From an optimization exercise on the open Yosys and OpenROAD flow, aimed at small area, a short achievable clock period and few clock cycles per item; shortcuts taken in it are not production practice.
The RTL was checked by simulation tests, not by an equivalence proof against the original design.
No activity file was given, so power comes from the tool's default toggle rates.

==> design/flow/flow/run.sh <==
#!/bin/bash
# The standard layout (the standard.sh, unchanged synthesis), with two
# changes to how it is made:
#  - buffer_ports puts plain buffers (buf_1) on the ports instead of the
#    default delay-buffer cell;
set -euo pipefail
export BUFFER_PORTS_ARGS="-buffer_cell sky130_fd_sc_hd__buf_1"
export SETUP_SLACK_MARGIN=7.0
bash standard.sh > standard_flow.log 2>&1
==> design/flow/standard.sh <==
#!/bin/bash
# synth_recipe.tcl (not shown) runs the flow's synth.tcl, then flattens the netlist and writes it again
# the make line also repeats each setting of config.mk as NAME=value (left out here)
make -C /OpenROAD-flow-scripts/flow DESIGN_CONFIG=/design/flow/config.mk WORK_HOME=/design/flow/orfs CLKGATE_MAP_FILE= SYNTH_SCRIPT=/design/flow/synth_recipe.tcl "${@:-finish}"
==> design/flow/config.mk <==
export PLATFORM = sky130hd
export DESIGN_NAME = dxt_block_decoder
export DESIGN_NICKNAME = dxt_block_decoder
export VERILOG_FILES = /design/flow/design.v
export SDC_FILE = /design/flow/constraint.sdc
export NUM_CORES = 4
export LEC_CHECK = 0
export ABC_AREA = 1
export CAP_MARGIN = 20
export CORE_MARGIN = 2
export CORE_UTILIZATION = 40
export CTS_CLUSTER_DIAMETER = 160
export CTS_CLUSTER_SIZE = 24
export SLEW_MARGIN = 20
==> design/flow/constraint.sdc <==
create_clock -name core_clock -period 12.0 [get_ports {clk}]
set_input_delay 2.4000 -clock core_clock [delete_from_list [all_inputs] [get_ports {clk}]]
set_output_delay 2.4000 -clock core_clock [all_outputs]
set_load 0.01 [all_outputs]
==> design/flow/design.v <==
module dxt_dist (
    input  wire [7:0] x0,
    input  wire [7:0] x1,
    output wire       neg,
    output wire [7:0] dd
);
    wire [8:0] d10 = {1'b0, x1} - {1'b0, x0};
    wire [7:0] d01 = x0 - x1;
    assign neg = d10[8];
    assign dd  = neg ? d01 : d10[7:0];
endmodule
module dxt_color_lerp (
    input  wire       four,
    input  wire [7:0] x0,
    input  wire [7:0] x1,
    output wire [7:0] p2,
    output wire [7:0] p3
);
    localparam [4095:0] T_sdiv3 = 4096'h00fffffffefefefdfdfdfcfcfcfbfbfbfafafaf9f9f9f8f8f8f7f7f7f6f6f6f5f5f5f4f4f4f3f3f3f2f2f2f1f1f1f0f0f0efefefeeeeeeedededecececebebebeaeaeae9e9e9e8e8e8e7e7e7e6e6e6e5e5e5e4e4e4e3e3e3e2e2e2e1e1e1e0e0e0dfdfdfdedededddddddcdcdcdbdbdbdadadad9d9d9d8d8d8d7d7d7d6d6d6d5d5d5d4d4d4d3d3d3d2d2d2d1d1d1d0d0d0cfcfcfcecececdcdcdcccccccbcbcbcacacac9c9c9c8c8c8c7c7c7c6c6c6c5c5c5c4c4c4c3c3c3c2c2c2c1c1c1c0c0c0bfbfbfbebebebdbdbdbcbcbcbbbbbbbababab9b9b9b8b8b8b7b7b7b6b6b6b5b5b5b4b4b4b3b3b3b2b2b2b1b1b1b0b0b0afafafaeaeaeadadadacacacababab55555454545353535252525151515050504f4f4f4e4e4e4d4d4d4c4c4c4b4b4b4a4a4a4949494848484747474646464545454444444343434242424141414040403f3f3f3e3e3e3d3d3d3c3c3c3b3b3b3a3a3a3939393838383737373636363535353434343333333232323131313030302f2f2f2e2e2e2d2d2d2c2c2c2b2b2b2a2a2a2929292828282727272626262525252424242323232222222121212020201f1f1f1e1e1e1d1d1d1c1c1c1b1b1b1a1a1a1919191818181717171616161515151414141313131212121111111010100f0f0f0e0e0e0d0d0d0c0c0c0b0b0b0a0a0a0909090808080707070606060505050404040303030202020101010000;
    function automatic [7:0] sdiv3;
        input [8:0] i;
        sdiv3 = T_sdiv3[8*i +: 8];
    endfunction
    wire [8:0] d  = {1'b0, x1} - {1'b0, x0};
    wire [8:0] d1 = d + 9'd1;
    wire [7:0] s  = four ? sdiv3(d) : d1[8:1];
    assign p2 = x0 + s;
    assign p3 = (x1 - s) & {8{four}};
endmodule
module dxt_alpha_pal (
    input  wire        eight,
    input  wire [7:0]  a0,
    input  wire [7:0]  a1,
    input  wire [7:0]  add,
    output wire [47:0] ap
);
    localparam [191:0] T_t71 = 192'h249000007fffff6db6d6db6d9249236db6d2492449249000;
    function automatic [2:0] t71;
        input [5:0] i;
        t71 = T_t71[3*i +: 3];
    endfunction
    localparam [255:0] T_t72 = 256'h221111000ffffeeeddddcccbbbbaaa9999888777766655554443333222111100;
    function automatic [3:0] t72;
        input [5:0] i;
        t72 = T_t72[4*i +: 4];
    endfunction
    localparam [319:0] T_t73 = 320'hdef5ace718c5ef6b56b5a527394a518c20f7bdce6b58c62d6a52529420e7318c52908318c4208400;
    function automatic [4:0] t73;
        input [5:0] i;
        t73 = T_t73[5*i +: 5];
    endfunction
    localparam [95:0] T_u51 = 96'hdb6b6db2491b6da492249200;
    function automatic [2:0] u51;
        input [4:0] i;
        u51 = T_u51[3*i +: 3];
    endfunction
    localparam [127:0] T_u52 = 128'hcccbbaaa998887766655444332221100;
    function automatic [3:0] u52;
        input [4:0] i;
        u52 = T_u52[4*i +: 4];
    endfunction
    wire [4:0] h  = add[7:3];
    wire [5:0] s7 = {1'b0, h} + {3'd0, add[2:0]};
    wire [6:0] h3 = {2'd0, h} + {1'b0, h, 1'b0};
    wire [3:0] H  = add[7:4];
    wire [4:0] s5 = {1'b0, H} + {1'b0, add[3:0]};
    wire [5:0] H3 = {2'd0, H} + {1'b0, H, 1'b0};
    wire [2:0] T1 = t71(s7);
    wire [3:0] T2 = t72(s7);
    wire [4:0] T3 = t73(s7);
    wire [2:0] U1 = u51(s5);
    wire [3:0] U2 = u52(s5);
    wire [7:0] ci  = {7'd0, eight};
    wire [7:0] nci = {7'd0, !eight};
    wire [7:0] x2  = eight ? ~{3'd0, h} : {2'd0, H3};
    wire [7:0] y2  = eight ? ~{5'd0, T1} : {5'd0, U1};
    wire [7:0] b2  = a0 + x2 + ci;
    wire [7:0] ap2 = b2 + y2 + ci;
    wire [7:0] x3  = eight ? ~{2'd0, h, 1'b0} : {1'b0, H3, 1'b0};
    wire [7:0] y3  = eight ? ~{4'd0, T2} : {4'd0, U2};
    wire [7:0] b3  = a0 + x3 + ci;
    wire [7:0] ap3 = b3 + y3 + ci;
    wire [7:0] x4  = eight ? ~{1'b0, h3} : ~{1'b0, H3, 1'b0};
    wire [7:0] y4  = eight ? ~{3'd0, T3} : ~{4'd0, U2};
    wire [7:0] b4  = (eight ? a0 : a1) + x4 + 8'd1;
    wire [7:0] ap4 = b4 + y4 + 8'd1;
    wire [7:0] x5  = eight ? {1'b0, h3} : ~{2'd0, H3};
    wire [7:0] y5  = eight ? {3'd0, T3} : ~{5'd0, U1};
    wire [7:0] b5  = a1 + x5 + nci;
    wire [7:0] ap5 = b5 + y5 + nci;
    wire [7:0] b6  = a1 + {2'd0, h, 1'b0};
    wire [7:0] ap6 = (b6 + {4'd0, T2}) & {8{eight}};
    wire [7:0] b7  = a1 + {3'd0, h};
    wire [7:0] ap7 = (b7 + {5'd0, T1}) | {8{!eight}};
    assign ap = {ap7, ap6, ap5, ap4, ap3, ap2};
endmodule
module dxt_block_decoder (
    input  wire         clk,
    input  wire         rst,         
    input  wire         in_valid,
    output wire         in_ready,
    input  wire         in_fmt,      
    input  wire [127:0] in_data,
    output reg          out_valid,
    input  wire         out_ready,
    output wire [511:0] out_px
);
    reg  v1;
    wire adv = !out_valid || out_ready;
    assign in_ready = out_ready;
    always @(posedge clk) begin
        if (rst) begin
            v1        <= 1'b0;
            out_valid <= 1'b0;
        end else if (adv) begin
            v1        <= in_valid && in_ready;
            out_valid <= v1;
        end
    end
    wire [7:0]  ia0   = in_data[7:0];
    wire [7:0]  ia1   = in_data[15:8];
    wire        four1 = in_data[15:0] > in_data[31:16];
    wire        aneg;
    wire [7:0]  iadd;
    dxt_dist u_ad (.x0(ia0), .x1(ia1), .neg(aneg), .dd(iadd));
    wire [47:0] asx;
    genvar k;
    generate
        for (k = 0; k < 16; k = k + 1) begin : g_as
            wire t = !four1 && in_data[32+2*k +: 2] == 2'd3;
            assign asx[3*k +: 3] = in_fmt ? in_data[16+3*k +: 3] : {2'b11, !t};
        end
    endgenerate
    reg         four_q, eight_q;
    reg [15:0]  c0_q, c1_q;
    reg [31:0]  cs_q;
    reg [7:0]   a0_q, a1_q, ad_q;
    reg [47:0]  as_q;
    always @(posedge clk) begin
        if (adv) begin
            four_q  <= in_fmt | four1;
            eight_q <= in_fmt & aneg;
            c0_q    <= in_fmt ? in_data[79:64]  : in_data[15:0];
            c1_q    <= in_fmt ? in_data[95:80]  : in_data[31:16];
            cs_q    <= in_fmt ? in_data[127:96] : in_data[63:32];
            a0_q    <= ia0;
            a1_q    <= ia1;
            ad_q    <= iadd;
            as_q    <= asx;
        end
    end
    wire [23:0] x0 = {c0_q[4:0], c0_q[4:2], c0_q[10:5], c0_q[10:9], c0_q[15:11], c0_q[15:13]};
    wire [23:0] x1 = {c1_q[4:0], c1_q[4:2], c1_q[10:5], c1_q[10:9], c1_q[15:11], c1_q[15:13]};
    wire [23:0] p2, p3;
    wire [47:0] ap;
    generate
        for (k = 0; k < 3; k = k + 1) begin : g_ch
            dxt_color_lerp u_cl (.four(four_q), .x0(x0[8*k +: 8]), .x1(x1[8*k +: 8]),
                                 .p2(p2[8*k +: 8]), .p3(p3[8*k +: 8]));
        end
    endgenerate
    dxt_alpha_pal u_ap (.eight(eight_q), .a0(a0_q), .a1(a1_q), .add(ad_q), .ap(ap));
    reg [15:0] pc0_q, pc1_q;
    reg [23:0] pc2_q, pc3_q;
    reg [63:0] pa_q;
    reg [31:0] ps_q;
    reg [47:0] pt_q;
    always @(posedge clk) begin
        if (adv) begin
            pc0_q <= c0_q;
            pc1_q <= c1_q;
            pc2_q <= p2;
            pc3_q <= p3;
            pa_q  <= {ap, a1_q, a0_q};
            ps_q  <= cs_q;
            pt_q  <= as_q;
        end
    end
    wire [23:0] e0 = {pc0_q[4:0], pc0_q[4:2], pc0_q[10:5], pc0_q[10:9], pc0_q[15:11], pc0_q[15:13]};
    wire [23:0] e1 = {pc1_q[4:0], pc1_q[4:2], pc1_q[10:5], pc1_q[10:9], pc1_q[15:11], pc1_q[15:13]};
    generate
        for (k = 0; k < 16; k = k + 1) begin : g_px
            wire [1:0] ci = ps_q[2*k +: 2];
            wire [2:0] ai = pt_q[3*k +: 3];
            reg  [23:0] col;
            always @(*) begin
                case (ci)
                    2'd0: col = e0;
                    2'd1: col = e1;
                    2'd2: col = pc2_q;
                    default: col = pc3_q;
                endcase
            end
            wire [7:0] alp = pa_q[8*ai +: 8];
            assign out_px[32*k +: 32] = {alp, col};
        end
    endgenerate
endmodule
==> results of run 1 <==
-- cells by family (layout without fill, tap and decap cells) --
group / after synthesis / count (layout) / synth area share, %
compound gates: 2045 / 2045 / 31.0
xor+xnor: 79 / 79 / 1.91
fa+ha+maj: 227 / 227 / 8.24
buf+inv: 984 / 1273 / 9.69
flops: 364 / 364 / 27.8
mux: 6 / 6 / 0.169
other cells: 0 / 6 / 0
simple gates: 2052 / 2052 / 21.1
-- cell type report --
class	instances	area (um^2)
diodes	6	15.0
fillers	10000	53500
inverters	478	1880
clock buffers	20	479
clock inverters	3	33.8
well taps	1276	1600
multi-input cells	4409	24900
flip-flops and latches	364	10900
repair inverters	1	7.51
repair buffers	771	3520
-- metrics by stage --
stage	power [mW]	worst slack [ns]	hold slack [ns]	util [%]
after floorplan	6.45	7.08	0.400	-
after global placement	8.79	6.33	0.402	43.1
after detailed placement	8.84	6.34	0.405	43.1
after CTS	9.60	6.87	0.425	43.9
after global routing	10.6	6.79	0.430	44.8
final	10.0	6.93	0.426	44.8
-- report_power, final --
part           internal, mW  switching, mW
registers              1.82          0.731
clock network         0.292          0.419
logic                  2.12           4.64
total                  4.23           5.79
-- state kept, by name, summed over array words and instances (netlist names) --
register,count
pc2_q,24
four_q,1
cs_q,32
pt_q,48
eight_q,1
pc0_q,16
ad_q,8
v1,1
ps_q,32
a0_q,8
c1_q,16
pc1_q,16
c0_q,16
out_valid,1
as_q,48
pc3_q,24
a1_q,8
pa_q,64
-- path summary, 6_finish.rpt --
path / end / slack [ns] / startpoint / cells after the start
min reg2reg: ps_q[12]$_DFFE_PP_ / 0.43 / cs_q[12]$_DFFE_PP_ / 0
max reg2reg: pa_q[46]$_DFFE_PP_ / 7.22 / ad_q[2]$_DFFE_PP_ / 22
min: ps_q[12]$_DFFE_PP_ / 0.43 / cs_q[12]$_DFFE_PP_ / 0
max: out_px[387] / 6.93 / ps_q[25]$_DFFE_PP_ / 4
-- layer usage --
metal | wire [um] | GRT usage [%] | vias to the layer above | share of wire (%)
met5 | 116 | 0.616 | - | 0.059
met2 | 80500 | 52.8 | 3239 | 41
met3 | 24400 | 9.76 | 589 | 12
li1 | - | - | 20900 | -
met4 | 11900 | 17.6 | 10 | 6.1
met1 | 79500 | 51.5 | 22200 | 40
-- what timing repair did --
item	in CTS	in global routing
hold buffers	0	0
cloned	0	1
gates resized for setup	32	96
pin swaps	0	4
endpoints found under the setup margin	113	170
setup buffers	13	52
-- layout by cell type (no fill, tap or decap), types with 58 or more instances in the layout --
| cell | instances |
|---|---|
| edfxtp_1 | 362 |
| inv_1 | 443 |
| ha_1 | 172 |
| xor2_1 | 58 |
| a21oi_1 | 483 |
| buf_4 | 102 |
| nor2_1 | 410 |
| nand2_1 | 1222 |
| nand3_1 | 301 |
| o2111ai_1 | 253 |
| buf_1 | 641 |
| a31oi_1 | 138 |
| o21ai_0 | 795 |
| o211ai_1 | 145 |
| o22ai_1 | 105 |
-- Yosys cell counts (105+ instances only) --
library cell	n	area share (%)
a21oi_1	487	6.2
a31oi_1	139	2.2
clkbuf_1	447	4.3
edfxtp_1	362	28
ha_1	175	5.6
inv_1	461	4.4
nand2_1	1238	12
nand3_1	301	3.8
nor2_1	426	4.1
o2111ai_1	267	6.0
o211ai_1	145	2.8
o21ai_0	807	10
o22ai_1	105	1.7
==> Implementation_results.wiki, run 1 <==
{| class="wikitable"
! Metric !! Value
|-
| Fraction of synthesis flops using an asynchronous set or reset pin || 0%
|-
| Max Fclk || 197 MHz
|-
| Minimum clock period || 5.07 ns
|-
| MaxCap Viol Count || 0
|-
| Residual antenna-violating net count after detailed routing || 0
|-
| Post-Synthesis Cells || 5757
|-
| Routed wire length per instance || 26.8 um
|-
| Sum of negative setup slack || 0 ns
|-
| Cells after DPL || 7231
|-
| Post-synth cell types || 60
|-
| Leading register cell type out of synthesis || edfxtp_1
|-
| Pin count of the biggest net entering global routing || 188
|-
| #FFs+latches synth || 364
|-
| Highest net fanout along the worst path || 14
|-
| Chip Width || 317 um
|-
| Io pins || 647
|-
| Period utilization || 42.2%
|-
| Number of antenna violations at the first check in global routing || 11
|-
| Slew headroom || 15.8%
|-
| Number of vias after detailed routing || 47000
|-
| Relative area change from synthesis to final layout || 10.7%
|-
| Area enclosed by the die boundary || 101000 um^2
|-
| Family of cells with the greatest summed delay on the critical path || buffers and inverters
|-
| Category of the worst setup path launch point || flop
|-
| Warnings, synthesis || 3
|-
| Total length of routed wires || 196000 um
|-
| Core area || 96900 um^2
|-
| Initial core utilization || 40.5%
|-
| TritonCTS Sinks || 364
|-
| Share of synthesized area occupied by flip-flops and latches || 27.8%
|-
| DRC viols || 0
|-
| Final instance area || 43400 um^2
|-
| Average cell area after synthesis || 6.81 um^2
|-
| Max Clock Skew || 0.0426 ns
|-
| Share of final-layout standard cells stronger than drive strength 1 || 5.26%
|-
| Residual overflow from global routing || 0
|-
| HPWL Detailed || 144000 um
|-
| Wire length of the first global-routing pass || 278000 um
|-
| Netlist area before placement || 39200 um^2
|-
| Largest vdd supply drop || 0.000155 V
|-
| CP required || 9.60 ns
|-
| Htree depth || 1
|-
| Pre-Repair DR Iteration Count || 9
|-
| Crit path buf inv count || 2
|-
| Violation count after the first detailed-route iteration || 7181
|-
| Result of the run || no timing/DRC/antenna violations
|-
| Setup Viol. Count Final || 0
|-
| Biggest cell delay along the critical path || 0.53 ns
|-
| PD cells || 231 nW/um^2
|-
| Critical-path cell list || nand2_1 > buf_4 > o2111ai_1 > buf_1
|-
| Number of cell rows || 114
|-
| Post-Place Cell Area || 41700 um^2
|-
| Critical setup path kind || flop to output port
|-
| Final Wtd Congestion || 1.03
|-
| Root Buffer Master || clkbuf_16
|-
| Critical Path Slowest Stage Cell || nand2_1
|-
| Slew @ Worst Pin || 1.26 ns
|-
| CTS max path bufs || 3
|-
| Die Ht || 317 um
|-
| Number of enable flip-flop cells after synthesis || 362
|-
| TritonCTS buffer count || 19
|-
| CTS tree || yes
|-
| Global-route usage over all layers || 37.0%
|-
| Final non-filler cell total || 7328
|-
| Latest clock arrival within the worst-skew pair || 0.58 ns
|-
| Arrival @ worst endpoint || 2.67 ns
|-
| Total count of max-transition violations in the final report || 0
|-
| Final Net Count || 6404
|-
| Via count of the first global-routing pass || 40400
|-
| Hold WC Path Type || flop to flop
|-
| Setup repair after global routing missed its margin || true
|-
| Category of the worst setup path capture point || output port
|-
| Via-to-Cell Ratio || 6.41
|-
| Total of buffers placed on input and output ports || 646
|-
| Static power due to leakage || 17.2 nW
|-
| Clock transition at the registers of the reported paths || 0.09 ns
|-
| Synthesized netlist net count || 6117
|-
| Final-report hold violation count || 0
|}
Testbench counts, summed over its fixed seeds: cycles 3,216, items 3,200.
==> run 2, diff against run 1 <==
--- a/design/flow/config.mk
+++ b/design/flow/config.mk
@@ -8,7 +8,7 @@
 export ABC_AREA = 1
 export CAP_MARGIN = 20
 export CORE_MARGIN = 2
-export CORE_UTILIZATION = 40
-export CTS_CLUSTER_DIAMETER = 160
-export CTS_CLUSTER_SIZE = 24
+export CORE_UTILIZATION = 45
+export CTS_CLUSTER_DIAMETER = 120
+export CTS_CLUSTER_SIZE = 30
 export SLEW_MARGIN = 20
==> run 2 against run 1 <==
Compared with the run above: largest power group unchanged; synthesized cell count stayed put; still clean; sequential power up 2%; fmax up 0.44%; final area down 0.46%; clock power is 0.6% higher; highest routed layer unchanged.
==> Implementation_results.wiki, run 2 <==
{| class="wikitable"
! Metric !! Value
|-
| Result of the run || no timing/DRC/antenna violations
|-
| Pin count of the biggest net entering global routing || 190
|-
| Crit path buf inv count || 2
|-
| Warnings, synthesis || 3
|-
| Start point of the worst min-delay path || as_q[38]$_SDFFCE_PN1P_
|-
| Family of cells with the greatest summed delay on the critical path || compound AO/OA/AOI/OAI gates
|-
| Number of cell rows || 108
|-
| Static power due to leakage || 17.2 nW
|-
| Die Ht || 299 um
|-
| Number of enable flip-flop cells after synthesis || 362
|-
| CTS tree || yes
|-
| Netlist area before placement || 39200 um^2
|-
| Slew @ Worst Pin || 1.33 ns
|-
| Wire length of the first global-routing pass || 276000 um
|-
| Arrival @ worst endpoint || 2.65 ns
|-
| Reg-to-Reg Start || ad_q[3]$_DFFE_PP_
|-
| Library cell occupying the most area in the post-synthesis netlist || edfxtp_1
|-
| Final-report hold violation count || 0
|-
| Commonest cells after routing, fill and taps aside || nand2_1 (1225), o21ai_0 (793), buf_1 (643)
|-
| Latest clock arrival within the worst-skew pair || 0.56 ns
|-
| Worst setup path start || ps_q[3]$_DFFE_PP_
|-
| Minimum clock period || 5.05 ns
|-
| Ranking of synthesized cells by area || edfxtp_1 (28%), nand2_1 (12%), o21ai_0 (10%), a21oi_1 (6.2%), o2111ai_1 (6.0%)
|-
| Largest registers ranked by flip-flop count || pa_q x64, as_q x48, pt_q x48
|-
| Max Fclk || 198 MHz
|-
| Total area of multi-input combinational cells || 24900 um^2
|-
| Via count of the first global-routing pass || 40300
|-
| CP required || 9.60 ns
|-
| Share of synthesized area occupied by flip-flops and latches || 27.8%
|-
| Cells on worst reg2reg path || 22
|-
| Global-route usage over all layers || 41.0%
|-
| Largest register by flop count || pa_q
|-
| Largest vdd supply drop || 0.000144 V
|-
| Residual overflow from global routing || 0
|-
| Synthesized netlist net count || 6117
|-
| Total length of routed wires || 195000 um
|-
| Share of the synthesized area in the top cell type || 27.7%
|-
| Biggest cell delay along the critical path || 0.61 ns
|-
| Period utilization || 42.1%
|-
| Chip Width || 299 um
|-
| Flip-flop count of the largest register, all copies and words added || 64
|-
| Hold-critical path depth || 0
|-
| Most common library cell in the layout ignoring fill and taps || nand2_1
|-
| Clock transition at the registers of the reported paths || 0.12 ns
|-
| Pre-Repair DR Iteration Count || 7
|-
| Leading cell type by number of instances after synthesis || nand2_1
|-
| Final Net Count || 6404
|-
| Cells after DPL || 7116
|-
| CTS max path bufs || 3
|-
| Final Wtd Congestion || 1.04
|-
| Highest net fanout along the worst path || 14
|-
| Io pins || 647
|-
| Critical-path cell list || nand2_1 > buf_4 > o21ai_0 > buf_1
|-
| Relative area change from synthesis to final layout || 10.2%
|-
| Final non-filler cell total || 7210
|-
| Root Buffer Master || clkbuf_16
|-
| Critical Path Slowest Stage Cell || o21ai_0
|-
| Area enclosed by the die boundary || 89500 um^2
|-
| Total of buffers placed on input and output ports || 646
|-
| #FFs+latches synth || 364
|-
| Slew headroom || 11.6%
|-
| Setup Viol. Count Final || 0
|-
| Critical setup path kind || flop to output port
|-
| Category of the worst setup path capture point || output port
|-
| Area occupied by registers || 10900 um^2
|-
| TritonCTS buffer count || 17
|-
| Leading register cell type out of synthesis || edfxtp_1
|-
| Total count of max-transition violations in the final report || 0
|-
| Share of final-layout standard cells stronger than drive strength 1 || 5.11%
|-
| Fill count || 8921
|-
| Max Clock Skew || 0.0228 ns
|-
| MaxCap Viol Count || 0
|-
| Levels on crit path || 4
|-
| Core area || 86500 um^2
|-
| Post-synth cell types || 60
|-
| Residual antenna-violating net count after detailed routing || 0
|-
| Most frequent cells after synthesis || nand2_1 (1238), o21ai_0 (807), a21oi_1 (487)
|-
| Average cell area after synthesis || 6.81 um^2
|-
| Via-to-Cell Ratio || 6.50
|-
| Htree depth || 1
|-
| Category of the worst setup path launch point || flop
|-
| Sum of negative setup slack || 0 ns
|-
| DRC viols || 0
|-
| Setup repair after global routing missed its margin || true
|-
| Initial core utilization || 45.3%
|-
| PD cells || 232 nW/um^2
|-
| Hold WC Path Type || flop to flop
|-
| Hold Buf Count CTS || 0
|-
| Number of antenna violations at the first check in global routing || 14
|-
| TritonCTS Sinks || 364
|-
| Violation count after the first detailed-route iteration || 6758
|-
| Number of vias after detailed routing || 46900
|-
| HPWL Detailed || 143000 um
|-
| Fraction of synthesis flops using an asynchronous set or reset pin || 0%
|-
| Routed wire length per instance || 27.0 um
|-
| Post-Synthesis Cells || 5757
|}
run 2: cell counts after synthesis:
No cell type changed its count.
run 2: per-stage QoR:
stage          area (um^2)  utilization (%)  hold WS (ns)  setup WS [ns]  total power, mW
5_1_grt              43200             49.9         0.411           6.95             10.6
3_5_place_dp         41600             48.1         0.405           6.40             8.82
2_1_floorplan        39200                -         0.400           7.08             6.45
6_report             43200             49.9         0.408           6.95             10.0
4_1_cts              42300             49.0         0.411           6.98             9.57
3_3_place_gp         41600             48.1         0.400           6.47             8.78
run 2: what timing repair did:
item,CTS,global route
resized for setup,25,90
gates cloned,0,1
pin swaps,0,2
endpoints found under the setup margin,83,150
buffers inserted,11,50
run 2: report_power, final:
group,switching (mW),total (mW),leakage (nW),internal (mW)
logic,4.59,6.73,13.2,2.15
clock network,0.422,0.716,0.258,0.294
registers,0.770,2.59,3.76,1.82
run 2: path summary, 6_finish.rpt:
kind / end / slack (ns)
setup reg to reg: pa_q[46]$_DFFE_PP_ / 7.30
hold / removal: pt_q[38]$_DFFE_PP_ / 0.41
setup / recovery: out_px[51] / 6.95
hold reg to reg: pt_q[38]$_DFFE_PP_ / 0.41
run 2: cell families (layout without fill, tap and decap cells):
group / count (synthesis) / in the layout / share of synthesized area (%)
and+or+nand+nor: 2052 / 2052 / 21.1
AOI/OAI and AO/OA: 2045 / 2045 / 31.0
buffers and inverters: 984 / 1275 / 9.69
DFF: 364 / 364 / 27.8
adders and majority gates: 227 / 227 / 8.24
xor gates and xnor gates: 79 / 79 / 1.91
muxes: 6 / 6 / 0.169
other: 0 / 7 / 0
run 2: routing by layer:
metal  wire length [um]  share of wire, %  vias up  track usage (%)
li1                   -                 -    20900                -
met1              78400                40    22100             56.7
met2              79000                41     3233             58.3
met3              24900                13      655             12.1
met4              12200               6.2       10             19.5
met5                 59             0.030        -            0.212
run 2: final cells by class:
class                   count  area share [%]
multi-input cells        4409            57.6
flip-flops and latches    364            25.3
repair buffers            773            8.18
inverters                 478            4.35
well taps                1155            3.35
clock buffers              17           0.985
clock inverters             6           0.238
diodes                      7          0.0406
repair inverters            1          0.0174
run 2: worst reg2reg max path: cells and delay by family, from the launching register on:
family / cells / cell delay, ns
AOI/OAI and AO/OA: 4 / 0.62
xor gates and xnor gates: 1 / 0.09
adders and majority gates: 6 / 2.21
buffers and inverters: 4 / 0.34
DFF: 1 / 0.43
and+or+nand+nor: 7 / 0.77
==> run 3, diff against run 2 <==
--- a/design/flow/design.v
+++ b/design/flow/design.v
@@ -107,13 +107,13 @@
 );
     reg  v1;
     wire adv = !out_valid || out_ready;
-    assign in_ready = out_ready;
+    assign in_ready = adv;
     always @(posedge clk) begin
         if (rst) begin
             v1        <= 1'b0;
             out_valid <= 1'b0;
         end else if (adv) begin
-            v1        <= in_valid && in_ready;
+            v1        <= in_valid;
             out_valid <= v1;
         end
     end
==> design/flow/run.sh (new file) <==
#!/bin/bash
# synth_recipe.tcl (not shown) runs the flow's synth.tcl, then flattens the netlist and writes it again
# the make line also repeats each setting of config.mk as NAME=value (left out here)
make -C /OpenROAD-flow-scripts/flow DESIGN_CONFIG=/design/flow/config.mk WORK_HOME=/design/flow/orfs CLKGATE_MAP_FILE= SYNTH_SCRIPT=/design/flow/synth_recipe.tcl finish
--- a/design/flow/config.mk
+++ b/design/flow/config.mk
@@ -9,6 +9,5 @@
 export CAP_MARGIN = 20
 export CORE_MARGIN = 2
 export CORE_UTILIZATION = 45
-export CTS_CLUSTER_DIAMETER = 120
-export CTS_CLUSTER_SIZE = 30
+export SETUP_SLACK_MARGIN = 5
 export SLEW_MARGIN = 20
removed: design/flow/flow/run.sh
removed: design/flow/standard.sh
==> run 3 against run 2 <==
Compared with the run above: power rose by 11%; worst hold slack lost 0.0023 ns; core utilization up 4.7 points; still clean; clock skew is 0.011 ns lower; worst setup slack worse by 1.3 ns; wire length is 5.6% lower; largest power group unchanged.
==> Implementation_results.wiki, run 3 <==
{| class="wikitable"
! Metric !! Value
|-
| Synthesized netlist net count || 6121
|-
| Root Buffer Master || clkbuf_16
|-
| Min-Delay Endpoint || pt_q[18]$_DFFE_PP_
|-
| Biggest cell delay along the critical path || 0.58 ns
|-
| Start point of the worst min-delay path || as_q[18]$_DFFE_PP_
|-
| Largest register by flop count || pa_q
|-
| Met3 wire len || 23400 um
|-
| Topmost layer with routed signal wires || met5
|-
| CTS tree || yes
|-
| DRC viols || 0
|-
| Library cell occupying the most area in the post-synthesis netlist || edfxtp_1
|-
| Hold Buf Count CTS || 0
|-
| Io pins || 647
|-
| Share of power burned in the clock network || 11.3%
|-
| Final Net Count || 6368
|-
| Hold-critical path depth || 0
|-
| Category of the worst setup path capture point || output port
|-
| Final non-filler cell total || 7180
|-
| Largest registers ranked by flip-flop count || pa_q x64, as_q x48, pt_q x48
|-
| Leading cell type by number of instances after synthesis || nand2_1
|-
| #FFs+latches synth || 364
|-
| Static power due to leakage || 19.0 nW
|-
| Fill count || 8165
|-
| Fraction of synthesized cell area in xor and xnor cells || 1.95%
|-
| Total area of multi-input combinational cells || 24400 um^2
|-
| Number of antenna violations at the first check in global routing || 13
|-
| Reg2reg end || pa_q[47]$_DFFE_PP_
|-
| Largest vdd supply drop || 0.000171 V
|-
| Arrival @ worst endpoint || 3.90 ns
|-
| Post-synth cell types || 53
|-
| Crit path buf inv count || 3
|-
| Residual antenna-violating net count after detailed routing || 0
|-
| Compound-cell area share of the yosys netlist || 30.9%
|-
| Combinational family with the most area after synthesis || compound AO/OA/AOI/OAI gates
|-
| Cells after DPL || 7103
|-
| Setup slack of the worst register-to-register path || 6.55 ns
|-
| Via count of the first global-routing pass || 40300
|-
| Highest net fanout along the worst path || 11
|-
| Core area || 85500 um^2
|-
| Area share of and/or/nand/nor cells after synthesis || 21.3%
|-
| Area occupied by registers || 10900 um^2
|-
| Reg-to-Reg Start || ad_q[3]$_DFFE_PP_
|-
| Family of cells with the greatest summed delay on the critical path || buffers and inverters
|-
| Htree depth || 2
|-
| MaxCap Viol Count || 0
|-
| Number of vias after detailed routing || 45700
|-
| Clock transition at the registers of the reported paths || 0.07 ns
|-
| Leading register cell type out of synthesis || edfxtp_1
|-
| Area enclosed by the die boundary || 89000 um^2
|-
| Cells on worst reg2reg path || 22
|-
| Routed wire length per instance || 25.6 um
|-
| Final instance area || 46800 um^2
|-
| Comb pwr share || 65.5%
|-
| Sum of negative setup slack || 0 ns
|-
| Die Ht || 298 um
|-
| TritonCTS Sinks || 364
|-
| Total of buffers placed on input and output ports || 646
|-
| Number of enable flip-flop cells after synthesis || 362
|-
| Post-Synthesis Cells || 5761
|-
| Chip Width || 298 um
|-
| Critical setup path kind || primary input to output port
|-
| Commonest cells after routing, fill and taps aside || nand2_1 (1268), o21ai_0 (800), clkdlybuf4s50_1 (645)
|-
| Slew headroom || 16.5%
|-
| Pre-Repair DR Iteration Count || 9
|-
| Warnings, synthesis || 3
|-
| Flip-flop count of the largest register, all copies and words added || 64
|-
| CP required || 9.60 ns
|-
| Final Wtd Congestion || 1.06
|-
| Cell seen most often among critical-path stages || clkdlybuf4s50_1
|-
| Via-to-Cell Ratio || 6.37
|-
| Arithmetic-cell share of the synthesized area counting full adders, half adders and majority gates || 8.29%
|-
| Netlist area before placement || 39000 um^2
|-
| Setup repair after global routing missed its margin || false
|-
| Number of cell rows || 107
|-
| Hold WC Path Type || flop to flop
|-
| Post-Place Cell Area || 45400 um^2
|-
| Setup bufs post-CTS || 0
|-
| Violation count after the first detailed-route iteration || 6714
|-
| Share of final-layout standard cells stronger than drive strength 1 || 2.90%
|-
| Switching part of the total || 52.2%
|-
| HPWL Detailed || 140000 um
|-
| PD cells || 238 nW/um^2
|-
| Met2 Wirelength || 76400 um
|-
| Average cell area after synthesis || 6.77 um^2
|-
| Share of the synthesized area in the top cell type || 27.9%
|-
| Pin count of the biggest net entering global routing || 86
|-
| Critical-path cell list || clkdlybuf4s50_1 > nor2_4 > clkinvlp_4 > clkdlybuf4s50_1
|-
| Setup Viol. Count Final || 0
|-
| Total length of routed wires || 184000 um
|-
| Ranking of synthesized cells by area || edfxtp_1 (28%), nand2_1 (12%), o21ai_0 (10%), a21oi_1 (6.5%), o2111ai_1 (6.0%)
|-
| Fraction of synthesis flops using an asynchronous set or reset pin || 0%
|-
| P_sw || 5.81 mW
|-
| Latest clock arrival within the worst-skew pair || 0.56 ns
|-
| Residual overflow from global routing || 0
|-
| Result of the run || no timing/DRC/antenna violations
|-
| Period utilization || 52.5%
|-
| Post-layout power || 11.1 mW
|-
| Wire length of the first global-routing pass || 269000 um
|-
| Sequential share of power || 23.1%
|-
| Total count of max-transition violations in the final report || 0
|-
| Critical Path Slowest Stage Cell || clkdlybuf4s50_1
|-
| Category of the worst setup path launch point || primary input
|-
| Max Clock Skew || 0.0122 ns
|-
| Mux cell area share after synthesis || 0.170%
|-
| Minimum clock period || 6.30 ns
|-
| Share of synthesized area occupied by flip-flops and latches || 28.0%
|-
| Global-route usage over all layers || 39.5%
|-
| Slew @ Worst Pin || 1.24 ns
|-
| Max Fclk || 159 MHz
|-
| Final-report hold violation count || 0
|-
| Most common library cell in the layout ignoring fill and taps || nand2_1
|-
| Post-route met1 wirelength || 73100 um
|-
| Quantity of gates resized following cts || 0
|-
| CTS max path bufs || 3
|-
| TritonCTS buffer count || 42
|-
| Internal Pwr Total || 5.32 mW
|-
| Relative area change from synthesis to final layout || 20.0%
|-
| Initial core utilization || 45.6%
|-
| Most frequent cells after synthesis || nand2_1 (1269), o21ai_0 (805), a21oi_1 (507)
|}
-- run 3: final cells by class --
cell class | instances | area share [%]
Inverter | 469 | 3.77
Clock buffer | 46 | 2.32
Sequential cell | 364 | 23.3
Antenna cell | 2 | 0.0107
Multi-Input combinational cell | 4426 | 52.2
Clock inverter | 24 | 0.511
Tap cell | 1144 | 3.06
Timing Repair Buffer | 705 | 14.8
-- run 3: logic make-up (layout without fill, tap and decap cells) --
kind of cell    count (synthesis)  count (layout)
flops                         364             364
mux                             6               6
simple gates                 2075            2075
compound gates               2038            2038
xor+xnor                       80              80
other cells                     0               2
buf+inv                       971            1244
fa+ha+maj                     227             227
-- run 3: worst max path at each step --
stage | startpoint | endpoint | cells past startpoint
6_report | out_ready | in_ready | 4
5_1_grt | out_ready | in_ready | 4
4_1_cts | out_ready | in_ready | 4
3_5_place_dp | out_ready | in_ready | 4
3_3_place_gp | out_ready | in_ready | 4
2_1_floorplan | out_ready | in_ready | 2
-- run 3: stage by stage --
| stage | hold WS [ns] | setup WS (ns) | util [%] |
|---|---|---|---|
| 3_5_place_dp | 0.405 | 5.70 | 53.0 |
| 4_1_cts | 0.410 | 5.69 | 54.6 |
| 2_1_floorplan | 0.400 | 3.11 | - |
| 6_report | 0.406 | 5.70 | 54.7 |
| 5_1_grt | 0.420 | 5.65 | 54.7 |
| 3_3_place_gp | 0.401 | 5.71 | 53.0 |
-- run 3: metal layers --
metal,global-route usage (%),vias up
met5,0.159,-
met4,19.7,14
met3,9.88,582
met2,57.5,3177
met1,54.1,21100
li1,-,20800
-- run 3: power by group through the flow --
stage / sequential (mW) / combinational (mW) / clock (mW)
2_1_floorplan: 1.96 / 4.59 / 0
3_3_place_gp: 2.52 / 7.02 / 0
3_5_place_dp: 2.53 / 7.08 / 0
4_1_cts: 2.50 / 7.11 / 1.27
5_1_grt: 2.57 / 7.94 / 1.32
6_report: 2.57 / 7.30 / 1.26
Testbench counts of run 3, summed over its fixed seeds: cycles 3,216, items 3,200.

==> separate check: timing with driven ports <==
The flow's constraints put no driver on any port. The routed layouts listed below were extracted and timed again, unchanged, in two steps. Step 1: set_driving_cell puts a clkbuf_16 on clk and a buf_2 on each other input, an assumption about the parent block. Step 2 moves the port delays by t, midway between the first and last clock arrival at a register: inputs arrive t later, outputs are due t later. That takes back most of the time a late clock gives input paths. Slacks: ideal / step 1 / step 2; pairs: ideal / step 1.
run	t, ns	setup WS [ns]	slew at the worst register clock pin (ns)	pins driven straight from the clock port
run 1	0.624	6.931 / 6.862 / 6.845	0.11 / 0.11	1
run 2	0.612	6.953 / 6.886 / 6.941	0.12 / 0.12	1
run 3	0.611	5.698 / 5.678 / 5.678	0.07 / 0.07	1
After both steps setup and hold are still met in every run listed. For run 1, which loses most, drivers alone change the setup slack by -0.069 ns; drivers and shift together by -0.086 ns.
